Background: an optimization exercise with open tools, aiming at small area and a short achievable clock period. Do not read the settings as production practice.
RTL that was checked went through simulation tests only; none was proved equivalent to the original.
Power and IR drop assume default switching activity.

==> job 684 <==
==> flow/design.v <==
module fdc_read (
    input  wire        clk,
    input  wire        rst,
    input  wire        drive_active,
    input  wire        flux,
    input  wire        wr_en,
    input  wire [2:0]  wr_port,
    input  wire [15:0] wr_data,
    input  wire        rd_en,
    output wire [15:0] status,
    output reg         mem_we,
    output wire [31:0] mem_addr,
    output wire [15:0] mem_wdata,
    output reg         irq_sync,
    output reg         irq_done
);
    localparam [1:0] S_IDLE = 2'd0, S_WAIT = 2'd1, S_BYTE0 = 2'd2, S_BYTE1 = 2'd3;
    localparam [1:0] F_NONE = 2'd0, F_SAME = 2'd1, F_M1 = 2'd2;
    localparam [1:0] H_NONE = 2'd0, H_HI = 2'd1, H_LO = 2'd2;
    reg running;
    reg [10:0] counter;   
    reg [4:0]  inc5;      
    reg [1:0]  hist;
    reg [2:0]  pcnt;      
    reg [1:0]  fcls;      
    reg        dir;       
    reg        lat_v;
    reg [2:0]  lat_c;
    reg [15:0] shift;
    reg [2:0]  bcnt;
    reg        st_sync, st_ready;
    reg [7:0]  st_data;
    reg [15:0] len;       
    reg [15:0] pend;      
    reg        pz;
    reg [15:0] sync_r;
    reg        ctl10;
    reg        dmaen;     
    reg [1:0]  state;
    reg [7:0]  hi;
    reg [31:0] A;
    reg        F;
    reg [15:0] B;
    reg [1:0]  H;
    wire start = drive_active && !running;
    wire [11:0] addend = (pcnt != 3'd0) ? (dir ? 12'd34 : 12'd258) : {4'b0000, 3'b100, inc5};
    wire [11:0] csum   = {1'b0, counter} + addend;
    wire [5:0] lo_sum = {1'b0, counter[4:0]} + {1'b0, inc5};
    wire end_fast = counter >= 11'd1790;
    wire end_slow = counter >= 11'd2014;
    wire end_inc  = (counter[10:7] == 4'b1111) || (counter[10:5] == 6'b111011 && lo_sum[5]);
    wire ended = (pcnt != 3'd0) ? (dir ? end_slow : end_fast) : end_inc;
    wire       v     = lat_v | flux;                   
    wire [2:0] cT    = lat_v ? lat_c : counter[10:8];  
    wire fact = (fcls == F_SAME && pcnt != 3'd0) || (fcls == F_M1 && pcnt > 3'd1);
    reg [4:0] inc5_n;
    always @* begin
        inc5_n = inc5;
        if (fact && !dir && inc5 != 5'd31)     inc5_n = inc5 + 5'd1;
        else if (fact && dir && inc5 != 5'd6)  inc5_n = inc5 - 5'd1;
    end
    wire [2:0] pcnt_dec = (pcnt == 3'd0) ? 3'd0 : pcnt - 3'd1;
    wire [1:0] qT      = cT[2] ? cT[1:0] : ~cT[1:0];
    wire [2:0] pcnt_T  = {1'b0, qT} + 3'd1;
    wire [1:0] fcls_T  = ((hist == 2'd0 && !cT[2]) || (hist == 2'd3 && cT[2])) ? F_SAME :
                         (hist == 2'd1 || hist == 2'd2) ? F_M1 : F_NONE;
    wire bv     = running & ended;
    wire hi_eq  = (shift[14:0] == sync_r[15:1]);
    wire match  = hi_eq & (sync_r[0] == v);
    wire c8     = (bcnt == 3'd7);
    wire sp_match = bv & match & (c8 | !st_sync);
    wire sps    = sp_match & ctl10 & (state == S_WAIT);
    wire spb    = bv & c8 & !sps;
    wire [7:0] byte_v = {shift[6:0], v};
    wire wd   = bv & c8 & (state == S_BYTE1);    
    wire [13:0] len_dec = len[13:0] - 14'd1;
    wire xfer = wd & (len_dec == 14'd0);
    reg  [1:0] state_s;
    always @* begin
        state_s = state;
        if (sps) state_s = S_BYTE0;
        else if (spb) begin
            if (state == S_BYTE0) state_s = S_BYTE1;
            else if (state == S_BYTE1) state_s = xfer ? S_IDLE : S_BYTE0;
        end
    end
    wire [15:0] len_s = wd ? {len[15:14], len_dec} : len;
    wire wr_len  = wr_en && wr_port == 3'd0;
    wire wr_sync = wr_en && wr_port == 3'd1;
    wire wr_ctl  = wr_en && wr_port == 3'd2;
    wire wr_den  = wr_en && wr_port == 3'd3;
    wire wr_ph   = wr_en && wr_port == 3'd5;
    wire wr_pl   = wr_en && wr_port == 3'd6;
    wire port_ok = wr_en && wr_port != 3'd4 && wr_port != 3'd7;
    wire len_eq  = !pz && wr_data == pend;
    wire len_acc = wr_len && (!wr_data[15] || len_eq);
    wire [15:0] len_w  = len_acc ? wr_data : len_s;
    wire ctl_w   = wr_ctl ? wr_data[10] : ctl10;
    wire den_w   = wr_den ? (wr_data[9] & wr_data[4]) : dmaen;
    wire lens_nz = wd ? (len[13:0] != 14'd1) : (len[13:0] != 14'd0);
    wire en_s    = len[15] && dmaen && lens_nz;
    reg  enabled;
    always @* begin
        case (wr_port)
            3'd0:    enabled = wr_data[15] && (len_eq ? (dmaen && wr_data[13:0] != 14'd0) : en_s);
            3'd3:    enabled = len[15] && wr_data[9] && wr_data[4] && lens_nz;
            default: enabled = en_s;
        endcase
    end
    reg  [1:0] state_w;
    always @* begin
        state_w = state_s;
        if (port_ok) begin
            if (enabled) begin
                if (state_s == S_IDLE) state_w = ctl_w ? S_WAIT : S_BYTE0;
            end else
                state_w = S_IDLE;
        end
    end
    wire [31:0] Ainc = A + {30'd0, F, 1'b0};
    wire [31:0] L    = {H == H_HI ? B : Ainc[31:16], H == H_LO ? B : Ainc[15:0]};
    always @(posedge clk) begin
        running <= drive_active;
        B <= wr_data;
        if (rst) begin
            counter <= 11'd0; inc5 <= 5'd18; hist <= 2'd0;
            pcnt <= 3'd0; fcls <= F_NONE; dir <= 1'b0; lat_v <= 1'b0;
            shift <= 16'd0; bcnt <= 3'd0; st_sync <= 1'b0; st_ready <= 1'b0; st_data <= 8'd0;
            len <= 16'd0; pz <= 1'b1; sync_r <= 16'd0; ctl10 <= 1'b0; dmaen <= 1'b0;
            state <= S_IDLE;
            A <= 32'd0; F <= 1'b0; H <= H_NONE;
            mem_we <= 1'b0; irq_sync <= 1'b0; irq_done <= 1'b0;
        end else begin
            if (start) begin
                counter <= 11'd0; inc5 <= 5'd18; hist <= 2'd0;
                pcnt <= 3'd0; fcls <= F_NONE; dir <= 1'b0; lat_v <= 1'b0;
            end else if (running) begin
                counter <= csum[10:0];
                inc5   <= inc5_n;
                if (ended) begin
                    lat_v <= 1'b0;
                    if (v) begin
                        pcnt <= pcnt_T; fcls <= fcls_T; dir <= cT[2];
                        hist <= {cT[2], hist[1]};
                    end else begin
                        pcnt <= 3'd0; fcls <= F_NONE;
                    end
                end else begin
                    lat_v <= v;
                    lat_c <= cT;
                    pcnt  <= pcnt_dec;
                end
            end
            if (start) begin
                shift <= 16'd0; bcnt <= 3'd0;
            end else if (bv) begin
                shift <= {shift[14:0], v};
                bcnt  <= (sps || c8) ? 3'd0 : bcnt + 3'd1;
                if (c8 || (st_sync ? !match : match))
                    st_sync <= match;
            end
            if (spb) begin
                st_data  <= byte_v;
                st_ready <= 1'b1;
            end else if (rd_en && running)
                st_ready <= 1'b0;
            if (bv && c8 && state == S_BYTE0)
                hi <= byte_v;
            len   <= len_w;
            if (wr_len) begin pend <= wr_data; pz <= 1'b0; end
            if (wr_sync) sync_r <= wr_data;
            ctl10 <= ctl_w;
            dmaen <= den_w;
            state <= state_w;
            if (wd) begin
                A <= L;
                F <= 1'b1;
                H <= wr_ph ? H_HI : wr_pl ? H_LO : H_NONE;
            end else begin
                A <= {wr_ph ? wr_data : L[31:16], wr_pl ? wr_data : L[15:0]};
                F <= 1'b0;
                H <= H_NONE;
            end
            mem_we   <= wd;
            irq_sync <= sp_match;
            irq_done <= xfer;
        end
    end
    assign mem_addr  = A;
    assign mem_wdata = {hi, st_data};
    assign status = running ? {st_ready, state != S_IDLE, 1'b0, st_sync, 4'd0, st_data} : 16'd0;
endmodule
==> flow/flow/run.sh <==
#!/bin/bash
# Standard ORFS layout (the standard.sh), with the port buffers made of
# sky130_fd_sc_hd__buf_1 instead of the resizer's default choice.
set -euo pipefail
export BUFFER_PORTS_ARGS="-buffer_cell sky130_fd_sc_hd__buf_1"
bash standard.sh finish > standard_flow.log 2>&1
==> flow/standard.sh <==
#!/bin/bash
# synth_recipe.tcl (not shown) runs the flow's synth.tcl, then flattens the netlist and writes it again
# the make line also repeats each setting of config.mk as NAME=value (left out here)
make -C /OpenROAD-flow-scripts/flow DESIGN_CONFIG=/design/flow/config.mk WORK_HOME=/design/flow/orfs CLKGATE_MAP_FILE= SYNTH_SCRIPT=/design/flow/synth_recipe.tcl "${@:-finish}"
==> flow/config.mk <==
export PLATFORM = sky130hd
export DESIGN_NAME = fdc_read
export DESIGN_NICKNAME = fdc_read
export VERILOG_FILES = /design/flow/design.v
export SDC_FILE = /design/flow/constraint.sdc
export NUM_CORES = 4
export LEC_CHECK = 0
export CAP_MARGIN = 20
export CORE_MARGIN = 2
export CORE_UTILIZATION = 40
export CTS_BUF_LIST = sky130_fd_sc_hd__clkbuf_8
export SETUP_SLACK_MARGIN = 4.0
export SLEW_MARGIN = 20
==> flow/constraint.sdc <==
create_clock -name core_clock -period 7.0 [get_ports {clk}]
set_input_delay 1.4000 -clock core_clock [delete_from_list [all_inputs] [get_ports {clk}]]
set_output_delay 1.4000 -clock core_clock [all_outputs]
set_load 0.01 [all_outputs]
==> job 3713 (differences from job 684) <==
--- a/flow/design.v
+++ b/flow/design.v
@@ -16,9 +16,11 @@
 );
     localparam [1:0] S_IDLE = 2'd0, S_WAIT = 2'd1, S_BYTE0 = 2'd2, S_BYTE1 = 2'd3;
     localparam [1:0] F_NONE = 2'd0, F_SAME = 2'd1, F_M1 = 2'd2;
-    localparam [1:0] H_NONE = 2'd0, H_HI = 2'd1, H_LO = 2'd2;
+    localparam [1:0] H_NONE = 2'd0, H_HI = 2'd1, H_LO = 2'd2, H_ZERO = 2'd3;
     reg running;
+    reg run_st;     
     reg [10:0] counter;   
+    reg        ended_r;   
     reg [4:0]  inc5;      
     reg [1:0]  hist;
     reg [2:0]  pcnt;      
@@ -43,34 +45,63 @@
     reg [15:0] B;
     reg [1:0]  H;
     wire start = drive_active && !running;
-    wire [11:0] addend = (pcnt != 3'd0) ? (dir ? 12'd34 : 12'd258) : {4'b0000, 3'b100, inc5};
-    wire [11:0] csum   = {1'b0, counter} + addend;
-    wire [5:0] lo_sum = {1'b0, counter[4:0]} + {1'b0, inc5};
-    wire end_fast = counter >= 11'd1790;
-    wire end_slow = counter >= 11'd2014;
-    wire end_inc  = (counter[10:7] == 4'b1111) || (counter[10:5] == 6'b111011 && lo_sum[5]);
-    wire ended = (pcnt != 3'd0) ? (dir ? end_slow : end_fast) : end_inc;
+    wire [5:0] c_hi = counter[10:5];
+    wire [5:0] r1   = {1'b0, counter[4:0]} + {1'b0, inc5};        
+    wire [6:0] r2   = {2'b0, counter[4:0]} + {1'b0, inc5, 1'b0};  
+    wire [5:0] l2   = {1'b0, counter[4:0]} + 6'd2;
+    wire [10:0] s_fast = {c_hi + 6'd8 + {5'd0, l2[5]}, l2[4:0]};    
+    wire [10:0] s_slow = {c_hi + 6'd1 + {5'd0, l2[5]}, l2[4:0]};    
+    wire [10:0] s_inc  = {c_hi + 6'd4 + {5'd0, r1[5]}, r1[4:0]};    
+    wire [10:0] cnext  = pnz ? (dir ? s_slow : s_fast) : s_inc;
+    wire       ended = ended_r;
     wire       v     = lat_v | flux;                   
     wire [2:0] cT    = lat_v ? lat_c : counter[10:8];  
-    wire fact = (fcls == F_SAME && pcnt != 3'd0) || (fcls == F_M1 && pcnt > 3'd1);
-    reg [4:0] inc5_n;
-    always @* begin
-        inc5_n = inc5;
-        if (fact && !dir && inc5 != 5'd31)     inc5_n = inc5 + 5'd1;
-        else if (fact && dir && inc5 != 5'd6)  inc5_n = inc5 - 5'd1;
-    end
-    wire [2:0] pcnt_dec = (pcnt == 3'd0) ? 3'd0 : pcnt - 3'd1;
+    wire pnz  = pcnt != 3'd0;
+    wire pgt1 = pcnt[2] | pcnt[1];
+    wire fact = (fcls == F_SAME && pnz) || (fcls == F_M1 && pgt1);
+    wire f_up = fact && !dir && inc5 != 5'd31;
+    wire f_dn = fact &&  dir && inc5 != 5'd6;
+    wire [4:0] inc_up = (inc5 == 5'd31) ? inc5 : inc5 + 5'd1;
+    wire [4:0] inc_dn = (inc5 == 5'd6)  ? inc5 : inc5 - 5'd1;
+    wire [4:0] inc5_n = fact ? (dir ? inc_dn : inc_up) : inc5;
+    wire [2:0] pcnt_dec = pnz ? pcnt - 3'd1 : 3'd0;
     wire [1:0] qT      = cT[2] ? cT[1:0] : ~cT[1:0];
     wire [2:0] pcnt_T  = {1'b0, qT} + 3'd1;
     wire [1:0] fcls_T  = ((hist == 2'd0 && !cT[2]) || (hist == 2'd3 && cT[2])) ? F_SAME :
                          (hist == 2'd1 || hist == 2'd2) ? F_M1 : F_NONE;
+    function ge_split(input [5:0] ch, input [6:0] r, input [10:0] t);
+        begin
+            ge_split = (ch > t[10:5]) ||
+                       (ch == t[10:5]         && r >= {2'b00, t[4:0]}) ||
+                       (ch == t[10:5] - 6'd1  && r >= {2'b00, t[4:0]} + 7'd32) ||
+                       (ch == t[10:5] - 6'd2  && r >= {2'b00, t[4:0]} + 7'd64) ||
+                       (ch == t[10:5] - 6'd3  && r >= {2'b00, t[4:0]} + 7'd96);
+        end
+    endfunction
+    wire fup = (fcls == F_SAME) && !dir && inc5 != 5'd31;
+    wire fdn = (fcls == F_SAME) &&  dir && inc5 != 5'd6;
+    wire [6:0] r1x = {1'b0, r1};
+    reg  end_pre;
+    always @* begin
+        if (pgt1)          end_pre = dir ? (counter >= 11'd1980) : (counter >= 11'd1532);
+        else if (pcnt[0])  end_pre = dir ? (fdn ? ge_split(c_hi, r1x, 11'd1887) : ge_split(c_hi, r1x, 11'd1886))
+                                         : (fup ? ge_split(c_hi, r1x, 11'd1661) : ge_split(c_hi, r1x, 11'd1662));
+        else               end_pre = ge_split(c_hi, r2, 11'd1792);
+    end
+    wire ended_n = !ended && end_pre;
     wire bv     = running & ended;
     wire hi_eq  = (shift[14:0] == sync_r[15:1]);
-    wire match  = hi_eq & (sync_r[0] == v);
+    wire m1     = hi_eq &  sync_r[0];
+    wire m0     = hi_eq & ~sync_r[0];
+    wire match  = v ? m1 : m0;
     wire c8     = (bcnt == 3'd7);
+    wire bv8    = bv & c8;
+    wire sw     = bv & ctl10 & (state == S_WAIT);
+    wire sps1   = sw & m1 & (c8 | !st_sync);
+    wire sps0   = sw & m0 & (c8 | !st_sync);
     wire sp_match = bv & match & (c8 | !st_sync);
-    wire sps    = sp_match & ctl10 & (state == S_WAIT);
-    wire spb    = bv & c8 & !sps;
+    wire sps    = v ? sps1 : sps0;
+    wire spb    = bv8 & ~(v ? sps1 : sps0);
     wire [7:0] byte_v = {shift[6:0], v};
     wire wd   = bv & c8 & (state == S_BYTE1);    
     wire [13:0] len_dec = len[13:0] - 14'd1;
@@ -118,24 +149,28 @@
         end
     end
     wire [31:0] Ainc = A + {30'd0, F, 1'b0};
-    wire [31:0] L    = {H == H_HI ? B : Ainc[31:16], H == H_LO ? B : Ainc[15:0]};
+    wire [31:0] L    = {H == H_HI ? B : H == H_ZERO ? 16'd0 : Ainc[31:16],
+                        H == H_LO ? B : H == H_ZERO ? 16'd0 : Ainc[15:0]};
     always @(posedge clk) begin
         running <= drive_active;
+        run_st  <= drive_active && !rst;    
         B <= wr_data;
+        A <= L;         
         if (rst) begin
-            counter <= 11'd0; inc5 <= 5'd18; hist <= 2'd0;
-            pcnt <= 3'd0; fcls <= F_NONE; dir <= 1'b0; lat_v <= 1'b0;
+            counter <= 11'd0; ended_r <= 1'b0; inc5 <= 5'd18; hist <= 2'd0;
+            pcnt <= 3'd0; lat_v <= 1'b0;
             shift <= 16'd0; bcnt <= 3'd0; st_sync <= 1'b0; st_ready <= 1'b0; st_data <= 8'd0;
             len <= 16'd0; pz <= 1'b1; sync_r <= 16'd0; ctl10 <= 1'b0; dmaen <= 1'b0;
             state <= S_IDLE;
-            A <= 32'd0; F <= 1'b0; H <= H_NONE;
+            F <= 1'b0; H <= H_ZERO;
             mem_we <= 1'b0; irq_sync <= 1'b0; irq_done <= 1'b0;
         end else begin
             if (start) begin
-                counter <= 11'd0; inc5 <= 5'd18; hist <= 2'd0;
-                pcnt <= 3'd0; fcls <= F_NONE; dir <= 1'b0; lat_v <= 1'b0;
+                counter <= 11'd0; ended_r <= 1'b0; inc5 <= 5'd18; hist <= 2'd0;
+                pcnt <= 3'd0; lat_v <= 1'b0;
             end else if (running) begin
-                counter <= csum[10:0];
+                counter <= cnext;
+                ended_r <= ended_n;
                 inc5   <= inc5_n;
                 if (ended) begin
                     lat_v <= 1'b0;
@@ -143,7 +178,7 @@
                         pcnt <= pcnt_T; fcls <= fcls_T; dir <= cT[2];
                         hist <= {cT[2], hist[1]};
                     end else begin
-                        pcnt <= 3'd0; fcls <= F_NONE;
+                        pcnt <= 3'd0;
                     end
                 end else begin
                     lat_v <= v;
@@ -172,15 +207,8 @@
             ctl10 <= ctl_w;
             dmaen <= den_w;
             state <= state_w;
-            if (wd) begin
-                A <= L;
-                F <= 1'b1;
-                H <= wr_ph ? H_HI : wr_pl ? H_LO : H_NONE;
-            end else begin
-                A <= {wr_ph ? wr_data : L[31:16], wr_pl ? wr_data : L[15:0]};
-                F <= 1'b0;
-                H <= H_NONE;
-            end
+            F <= wd;
+            H <= wr_ph ? H_HI : wr_pl ? H_LO : H_NONE;
             mem_we   <= wd;
             irq_sync <= sp_match;
             irq_done <= xfer;
@@ -188,5 +216,5 @@
     end
     assign mem_addr  = A;
     assign mem_wdata = {hi, st_data};
-    assign status = running ? {st_ready, state != S_IDLE, 1'b0, st_sync, 4'd0, st_data} : 16'd0;
+    assign status = run_st ? {st_ready, state != S_IDLE, 1'b0, st_sync, 4'd0, st_data} : 16'd0;
 endmodule
Settings changed: CORE_UTILIZATION 40 to 60, SETUP_SLACK_MARGIN 4.0 to 4.4.
==> job 8234 (differences from job 684) <==
--- a/flow/design.v
+++ b/flow/design.v
@@ -16,9 +16,11 @@
 );
     localparam [1:0] S_IDLE = 2'd0, S_WAIT = 2'd1, S_BYTE0 = 2'd2, S_BYTE1 = 2'd3;
     localparam [1:0] F_NONE = 2'd0, F_SAME = 2'd1, F_M1 = 2'd2;
-    localparam [1:0] H_NONE = 2'd0, H_HI = 2'd1, H_LO = 2'd2;
+    localparam [1:0] H_NONE = 2'd0, H_HI = 2'd1, H_LO = 2'd2, H_ZERO = 2'd3;
     reg running;
+    reg run_st;     
     reg [10:0] counter;   
+    reg        ended_r;   
     reg [4:0]  inc5;      
     reg [1:0]  hist;
     reg [2:0]  pcnt;      
@@ -45,11 +47,15 @@
     wire start = drive_active && !running;
     wire [11:0] addend = (pcnt != 3'd0) ? (dir ? 12'd34 : 12'd258) : {4'b0000, 3'b100, inc5};
     wire [11:0] csum   = {1'b0, counter} + addend;
-    wire [5:0] lo_sum = {1'b0, counter[4:0]} + {1'b0, inc5};
-    wire end_fast = counter >= 11'd1790;
-    wire end_slow = counter >= 11'd2014;
-    wire end_inc  = (counter[10:7] == 4'b1111) || (counter[10:5] == 6'b111011 && lo_sum[5]);
-    wire ended = (pcnt != 3'd0) ? (dir ? end_slow : end_fast) : end_inc;
+    function end_at(input [10:0] c, input [2:0] p, input d, input [4:0] i5);
+        reg [5:0] lo;
+        begin
+            lo = {1'b0, c[4:0]} + {1'b0, i5};
+            if (p != 3'd0) end_at = d ? (c >= 11'd2014) : (c >= 11'd1790);
+            else           end_at = (c[10:7] == 4'b1111) || (c[10:5] == 6'b111011 && lo[5]);
+        end
+    endfunction
+    wire       ended = ended_r;
     wire       v     = lat_v | flux;                   
     wire [2:0] cT    = lat_v ? lat_c : counter[10:8];  
     wire fact = (fcls == F_SAME && pcnt != 3'd0) || (fcls == F_M1 && pcnt > 3'd1);
@@ -64,6 +70,11 @@
     wire [2:0] pcnt_T  = {1'b0, qT} + 3'd1;
     wire [1:0] fcls_T  = ((hist == 2'd0 && !cT[2]) || (hist == 2'd3 && cT[2])) ? F_SAME :
                          (hist == 2'd1 || hist == 2'd2) ? F_M1 : F_NONE;
+    wire [10:0] cnext = csum[10:0];
+    wire end_nT = cT[2] ? (cnext >= 11'd2014) : (cnext >= 11'd1790);   
+    wire end_nN = end_at(cnext, 3'd0, 1'b0, inc5_n);                   
+    wire end_nC = end_at(cnext, pcnt_dec, dir, inc5_n);                
+    wire ended_n = ended ? (v ? end_nT : end_nN) : end_nC;
     wire bv     = running & ended;
     wire hi_eq  = (shift[14:0] == sync_r[15:1]);
     wire match  = hi_eq & (sync_r[0] == v);
@@ -118,24 +129,28 @@
         end
     end
     wire [31:0] Ainc = A + {30'd0, F, 1'b0};
-    wire [31:0] L    = {H == H_HI ? B : Ainc[31:16], H == H_LO ? B : Ainc[15:0]};
+    wire [31:0] L    = {H == H_HI ? B : H == H_ZERO ? 16'd0 : Ainc[31:16],
+                        H == H_LO ? B : H == H_ZERO ? 16'd0 : Ainc[15:0]};
     always @(posedge clk) begin
         running <= drive_active;
+        run_st  <= drive_active && !rst;    
         B <= wr_data;
+        A <= L;         
         if (rst) begin
-            counter <= 11'd0; inc5 <= 5'd18; hist <= 2'd0;
-            pcnt <= 3'd0; fcls <= F_NONE; dir <= 1'b0; lat_v <= 1'b0;
+            counter <= 11'd0; ended_r <= 1'b0; inc5 <= 5'd18; hist <= 2'd0;
+            pcnt <= 3'd0; lat_v <= 1'b0;
             shift <= 16'd0; bcnt <= 3'd0; st_sync <= 1'b0; st_ready <= 1'b0; st_data <= 8'd0;
             len <= 16'd0; pz <= 1'b1; sync_r <= 16'd0; ctl10 <= 1'b0; dmaen <= 1'b0;
             state <= S_IDLE;
-            A <= 32'd0; F <= 1'b0; H <= H_NONE;
+            F <= 1'b0; H <= H_ZERO;
             mem_we <= 1'b0; irq_sync <= 1'b0; irq_done <= 1'b0;
         end else begin
             if (start) begin
-                counter <= 11'd0; inc5 <= 5'd18; hist <= 2'd0;
-                pcnt <= 3'd0; fcls <= F_NONE; dir <= 1'b0; lat_v <= 1'b0;
+                counter <= 11'd0; ended_r <= 1'b0; inc5 <= 5'd18; hist <= 2'd0;
+                pcnt <= 3'd0; lat_v <= 1'b0;
             end else if (running) begin
                 counter <= csum[10:0];
+                ended_r <= ended_n;
                 inc5   <= inc5_n;
                 if (ended) begin
                     lat_v <= 1'b0;
@@ -143,7 +158,7 @@
                         pcnt <= pcnt_T; fcls <= fcls_T; dir <= cT[2];
                         hist <= {cT[2], hist[1]};
                     end else begin
-                        pcnt <= 3'd0; fcls <= F_NONE;
+                        pcnt <= 3'd0;
                     end
                 end else begin
                     lat_v <= v;
@@ -172,15 +187,8 @@
             ctl10 <= ctl_w;
             dmaen <= den_w;
             state <= state_w;
-            if (wd) begin
-                A <= L;
-                F <= 1'b1;
-                H <= wr_ph ? H_HI : wr_pl ? H_LO : H_NONE;
-            end else begin
-                A <= {wr_ph ? wr_data : L[31:16], wr_pl ? wr_data : L[15:0]};
-                F <= 1'b0;
-                H <= H_NONE;
-            end
+            F <= wd;
+            H <= wr_ph ? H_HI : wr_pl ? H_LO : H_NONE;
             mem_we   <= wd;
             irq_sync <= sp_match;
             irq_done <= xfer;
@@ -188,5 +196,5 @@
     end
     assign mem_addr  = A;
     assign mem_wdata = {hi, st_data};
-    assign status = running ? {st_ready, state != S_IDLE, 1'b0, st_sync, 4'd0, st_data} : 16'd0;
+    assign status = run_st ? {st_ready, state != S_IDLE, 1'b0, st_sync, 4'd0, st_data} : 16'd0;
 endmodule
Settings changed: CORE_UTILIZATION 40 to 60, SETUP_SLACK_MARGIN 4.0 to 4.3.
==> comparison <==
In job 3713 the sequential share of layout area is lower than in job 8234, by 0.34 points. Between job 3713 and job 8234, the lower register-to-register slack is in job 8234 (gap 950 ps). Clock skew: job 8234 > job 684 > job 3713. Clock power, lowest first: job 8234, job 3713, job 684.
==> figures <==
quantity                                                             job 8234      job 3713       job 684
Xor and xnor area share after synthesis                                 9.79%         9.27%         8.33%
Fraction of final layout cells sized beyond drive strength 1            15.3%         11.8%         10.5%
Number of multi-input combinational cells                                 689           717           758
Status                                       no timing/DRC/antenna violations  no timing/DRC/antenna violations  no timing/DRC/antenna violations
Global-route track usage on met2                                        50.8%         40.9%         30.4%
CP peak stage delay                                                    360 ps        390 ps        350 ps
Number of enable-type register cells in the synthesized netlist            31            31            27
Final setup slack of the worst path                                   3540 ps       4340 ps       4050 ps
Area of the multi-input gates                                    0.00458 mm^2  0.00471 mm^2  0.00491 mm^2
Count of inverters not on the clock network in the layout                  27            30            24
For job 684, only the layout was checked, not whether the RTL still works.

## static timing again, ports no longer ideal
Ports are ideal in the flow. The routed layouts listed here were re-timed in OpenROAD. Step 1, drivers: a clkbuf_16 drives clk and a buf_2 each remaining input, both assumed. Step 2 adds t to the input delays and takes it off the output delays; t is the mean of the earliest and latest rising clock arrival at the registers after step 1. Input paths then give back, and output paths get back, about the clock's delay inside the block. Three values: ideal ports, drivers, drivers and shift; two values: the first two.
run | t, ns | setup WS [ns] | clock arrival spread, ns
job 684 | 0.504 | 4.052 / 4.052 / 3.648 | 0.017 / 0.017
job 3713 | 0.488 | 4.342 / 4.332 / 3.863 | 0.010 / 0.010
job 8234 | 0.497 | 3.542 / 3.542 / 3.542 | 0.015 / 0.014
After both steps setup and hold are still met in every run listed. The setup slack of job 3713, which loses most, moves by -0.010 ns with the drivers and by -0.479 ns with both steps.
